This is an optimization exercise on Yosys and OpenROAD, whose aim is small area, not a production implementation.
The RTL was checked by simulation tests, not by an equivalence proof against the original design.
Power figures rest on the tool's default switching activity, not on a simulated workload.

==> module me221_ckstep, before the edit <==
module me221_ckstep (
    input  wire [7:0] a,
    input  wire [7:0] b,
    input  wire [7:0] x,
    output wire [7:0] a_next,
    output wire [7:0] b_next
);
    me221_add255 u_a (.p(a), .q(x),      .r(a_next));
    me221_add255 u_b (.p(b), .q(a_next), .r(b_next));
endmodule
==> module me221_rx, before the edit <==
module me221_rx (
    input  wire        clk,
    input  wire        clr,         
    input  wire        push,        
    input  wire [7:0]  xm,
    input  wire [15:0] sm,          
    output reg  [3:0]  phase,
    output reg  [15:0] len,
    output reg  [7:0]  typ,
    output reg  [7:0]  cls,
    output reg  [7:0]  cmd,
    output reg  [15:0] r,
    output reg  [15:0] ba,
    output wire [7:0]  status_lo   
);
    reg ovr;
    wire ph2  = (phase == 4'd2);
    wire ph3  = (phase == 4'd3);
    wire ph4  = (phase == 4'd4);
    wire ph5  = (phase == 4'd5);
    wire ph6  = (phase == 4'd6);
    wire ph7  = (phase == 4'd7);
    wire ph8  = (phase == 4'd8);
    wire ph9  = (phase == 4'd9);
    wire done = (phase == 4'd10);
    wire magerr = (phase == 4'd11);
    wire [16:0] ic;
    wire [15:0] pinc = r ^ ic[15:0];
    assign ic[0] = 1'b1;
    genvar i;
    generate
        for (i = 0; i < 16; i = i + 1) begin : g_inc
            assign ic[i+1] = ic[i] & r[i];
        end
    endgenerate
    wire last = (pinc == len);
    wire len0 = ~|len;
    reg [3:0] pn;
    always @(*) begin
        case (phase)
            4'd0: pn = (xm == 8'h4D) ? 4'd1 : 4'd11;
            4'd1: pn = (xm == 8'h45) ? 4'd2 : 4'd11;
            4'd6: pn = len0 ? 4'd8 : 4'd7;
            4'd7: pn = last ? 4'd8 : 4'd7;
            default: pn = phase + 4'd1;
        endcase
    end
    wire stop = phase[3] & (phase[1] | phase[2]);    
    wire fold = (phase[3:2] == 2'b01);               
    wire rinc = ph7 & !clr;
    always @(posedge clk) begin
        if (clr || (push && !stop))        phase     <= clr ? 4'd0 : pn;
        if (clr || (push && ph2))          len[7:0]  <= xm;
        if (clr || (push && ph3))          len[15:8] <= xm;
        if (clr || (push && ph4))          typ       <= xm;
        if (clr || (push && ph5))          cls       <= xm;
        if (clr || (push && ph6))          cmd       <= xm;
        if (clr || (push && (ph7 || ph8))) r[7:0]    <= rinc ? pinc[7:0]  : xm;
        if (clr || (push && (ph7 || ph9))) r[15:8]   <= rinc ? pinc[15:8] : xm;
        if (clr || (push && fold))         ba        <= sm;
        if (clr || (push && stop))         ovr       <= !clr;
    end
    wire typerr = (typ != 8'h00) && (typ != 8'h0F);
    wire clserr = (cls[7:4] != 4'h0) || (cls[3] && (cls[2:0] != 3'd0));
    wire cmd_in = ph7 | ph8 | ph9 | done;
    wire known  = ((cls == 8'h00) && (cmd == 8'h01 || cmd == 8'h02 || cmd == 8'h03)) ||
                  ((cls == 8'h04) && (cmd == 8'h00 || cmd == 8'h01));
    wire cmdunk = cmd_in && !known;
    wire ckerr  = done && (r != ba);
    wire err    = magerr | typerr | clserr | ckerr;
    assign status_lo = {err, ovr, ckerr, cmdunk, clserr, typerr, magerr, done};
endmodule
==> module me221_tx, before the edit <==
module me221_tx (
    input  wire        clk,
    input  wire        clr,         
    input  wire        set,         
    input  wire [3:0]  set_sel,
    input  wire        go,          
    input  wire        step,        
    input  wire [7:0]  xm,
    input  wire [15:0] sm,
    output reg  [3:0]  phase,
    output reg  [15:0] len,
    output reg  [7:0]  typ,
    output reg  [7:0]  cls,
    output reg  [7:0]  cmd,
    output reg  [15:0] ba,
    output reg  [15:0] pcnt,
    output wire        busy,
    output wire        codeok
);
    wire [16:0] ic;
    wire [15:0] pinc = pcnt ^ ic[15:0];
    assign ic[0] = 1'b1;
    genvar i;
    generate
        for (i = 0; i < 16; i = i + 1) begin : g_inc
            assign ic[i+1] = ic[i] & pcnt[i];
        end
    endgenerate
    wire last = (pinc == len);
    wire len0 = ~|len;
    assign busy   = ~phase[3] | (~phase[2] & ~phase[1]);
    assign codeok = ((typ == 8'h00) || (typ == 8'h0F)) &&
                    (cls[7:4] == 4'h0) && (!cls[3] || (cls[2:0] == 3'd0));
    wire fold = (phase[3:2] == 2'b01);    
    wire ph7  = (phase == 4'd7);
    reg [3:0] pn;
    always @(*) begin
        case (phase)
            4'd6: pn = len0 ? 4'd8 : 4'd7;
            4'd7: pn = last ? 4'd8 : 4'd7;
            default: pn = phase + 4'd1;
        endcase
    end
    wire zero = clr | go;
    always @(posedge clk) begin
        if (zero || step)                    phase     <= clr ? 4'd12 : go ? 4'd0 : pn;
        if (clr || (set && set_sel == 4'd1)) len[7:0]  <= xm;
        if (clr || (set && set_sel == 4'd9)) len[15:8] <= xm;
        if (clr || (set && set_sel == 4'd2)) typ       <= xm;
        if (clr || (set && set_sel == 4'd3)) cls       <= xm;
        if (clr || (set && set_sel == 4'd4)) cmd       <= xm;
        if (zero || (step && fold))          ba        <= sm;
        if (zero || (step && ph7))           pcnt      <= zero ? 16'h0 : pinc;
    end
endmodule
==> flow/config.mk <==
export PLATFORM = sky130hd
export DESIGN_NAME = me221_fe
export DESIGN_NICKNAME = me221_fe
export VERILOG_FILES = /design/flow/design.v
export SDC_FILE = /design/flow/constraint.sdc
export NUM_CORES = 4
export LEC_CHECK = 0
export ABC_AREA = 1
export CAP_MARGIN = 20
export CORE_MARGIN = 2
export CORE_UTILIZATION = 60
export CTS_BUF_LIST = sky130_fd_sc_hd__clkbuf_8
export CTS_CLUSTER_DIAMETER = 100
export CTS_CLUSTER_SIZE = 24
export GPL_TIMING_DRIVEN = 0
export SLEW_MARGIN = 20
==> flow/constraint.sdc <==
create_clock -name core_clock -period 8.0 [get_ports {clk}]
set_input_delay 1.6000 -clock core_clock [delete_from_list [all_inputs] [get_ports {clk}]]
set_output_delay 1.6000 -clock core_clock [all_outputs]
set_load 0.01 [all_outputs]
run.sh (not shown) runs the stock make flow with config.mk's settings and CLKGATE_MAP_FILE= SYNTH_SCRIPT=/design/flow/synth_recipe.tcl, a recipe that flattens the netlist after the stock synthesis.
Edit:
--- a/flow/design.v
+++ b/flow/design.v
@@ -3,12 +3,14 @@
     input  wire [7:0] b,
     input  wire [7:0] x,
     output wire [7:0] a_next,
     output wire [7:0] b_next
 );
-    me221_add255 u_a (.p(a), .q(x),      .r(a_next));
-    me221_add255 u_b (.p(b), .q(a_next), .r(b_next));
+    wire [7:0] cs = a ^ b ^ x;
+    wire [7:0] cc = (a & b) | (a & x) | (b & x);
+    me221_add255 u_a (.p(a),  .q(x),              .r(a_next));
+    me221_add255 u_b (.p(cs), .q({cc[6:0], cc[7]}), .r(b_next));
 endmodule
 module me221_add255 (
     input  wire [7:0] p,
     input  wire [7:0] q,
     output wire [7:0] r
@@ -88,20 +90,26 @@
             default: pn = phase + 4'd1;
         endcase
     end
     wire stop = phase[3] & (phase[1] | phase[2]);    
     wire fold = (phase[3:2] == 2'b01);               
-    wire rinc = ph7 & !clr;
+    wire r_inc  = push && ph7 && !clr;
+    wire r_xlo  = clr || (push && ph8);
+    wire r_xhi  = clr || (push && ph9);
+    wire r_hlo  = !(r_inc || r_xlo);
+    wire r_hhi  = !(r_inc || r_xhi);
+    always @(posedge clk) begin
+        r[7:0]  <= ({8{r_hlo}} & r[7:0])  | ({8{r_inc}} & pinc[7:0])  | ({8{r_xlo}} & xm);
+        r[15:8] <= ({8{r_hhi}} & r[15:8]) | ({8{r_inc}} & pinc[15:8]) | ({8{r_xhi}} & xm);
+    end
     always @(posedge clk) begin
         if (clr || (push && !stop))        phase     <= clr ? 4'd0 : pn;
         if (clr || (push && ph2))          len[7:0]  <= xm;
         if (clr || (push && ph3))          len[15:8] <= xm;
         if (clr || (push && ph4))          typ       <= xm;
         if (clr || (push && ph5))          cls       <= xm;
         if (clr || (push && ph6))          cmd       <= xm;
-        if (clr || (push && (ph7 || ph8))) r[7:0]    <= rinc ? pinc[7:0]  : xm;
-        if (clr || (push && (ph7 || ph9))) r[15:8]   <= rinc ? pinc[15:8] : xm;
         if (clr || (push && fold))         ba        <= sm;
         if (clr || (push && stop))         ovr       <= !clr;
     end
     wire typerr = (typ != 8'h00) && (typ != 8'h0F);
     wire clserr = (cls[7:4] != 4'h0) || (cls[3] && (cls[2:0] != 3'd0));
@@ -155,19 +163,22 @@
             4'd7: pn = last ? 4'd8 : 4'd7;
             default: pn = phase + 4'd1;
         endcase
     end
     wire zero = clr | go;
+    wire p_inc  = step && ph7 && !zero;
+    wire p_hold = !(zero || (step && ph7));
+    always @(posedge clk)
+        pcnt <= ({16{p_hold}} & pcnt) | ({16{p_inc}} & pinc);
     always @(posedge clk) begin
         if (zero || step)                    phase     <= clr ? 4'd12 : go ? 4'd0 : pn;
         if (clr || (set && set_sel == 4'd1)) len[7:0]  <= xm;
         if (clr || (set && set_sel == 4'd9)) len[15:8] <= xm;
         if (clr || (set && set_sel == 4'd2)) typ       <= xm;
         if (clr || (set && set_sel == 4'd3)) cls       <= xm;
         if (clr || (set && set_sel == 4'd4)) cmd       <= xm;
         if (zero || (step && fold))          ba        <= sm;
-        if (zero || (step && ph7))           pcnt      <= zero ? 16'h0 : pinc;
     end
 endmodule
 module me221_fe (
     input  wire        clk,
     input  wire        rst,          
The new run finished with timing, DRC and antenna clean.
Setup slack got worse by 0.070 ns.
Total power fell by 3.8%.
Via count went up by 1.2%.
Sequential power stays flat.
Final area shrinks by 2.0%.
Wire length rose by 1.2%.
First-iteration DRC count went up by 7.7%.
Global-route usage rose by 0.73 points.
Utilization went down by 1.4 points.
Clock skew climbs by 0.010 ns.
Clock power is lower by 4.9%.
Sequential share of layout area goes down by 1.7 points.
Critical path depth drops by 7.
Hold slack loses 0.060 ns.

## separate check: timing with driven ports
No port has a modelled driver above. Below, the same layouts with a new extraction and two added sets of constraints. Step 1 assumes that a clkbuf_16 drives the clock port and a buf_2 every other input. Step 2 adds t to the input delays and takes it off the output delays; t is the mean of the earliest and latest rising clock arrival at the registers after step 1. Input paths then give back, and output paths get back, about the clock's delay inside the block. Three values: ideal ports, drivers, drivers and shift; two values: the first two.
| run | t (ns) | setup WS [ns] | cell pins on the clock port's net |
|---|---|---|---|
| the first run | 0.524 | 0.350 / 0.370 / -0.153 | 1 |
| the second run | 0.524 | 0.280 / 0.303 / -0.221 | 1 |
With both steps, setup timing fails in the first run and the second run, where it was met with ideal ports. The setup slack of the first run, which loses most, moves by +0.020 ns with the drivers and by -0.503 ns with both steps.
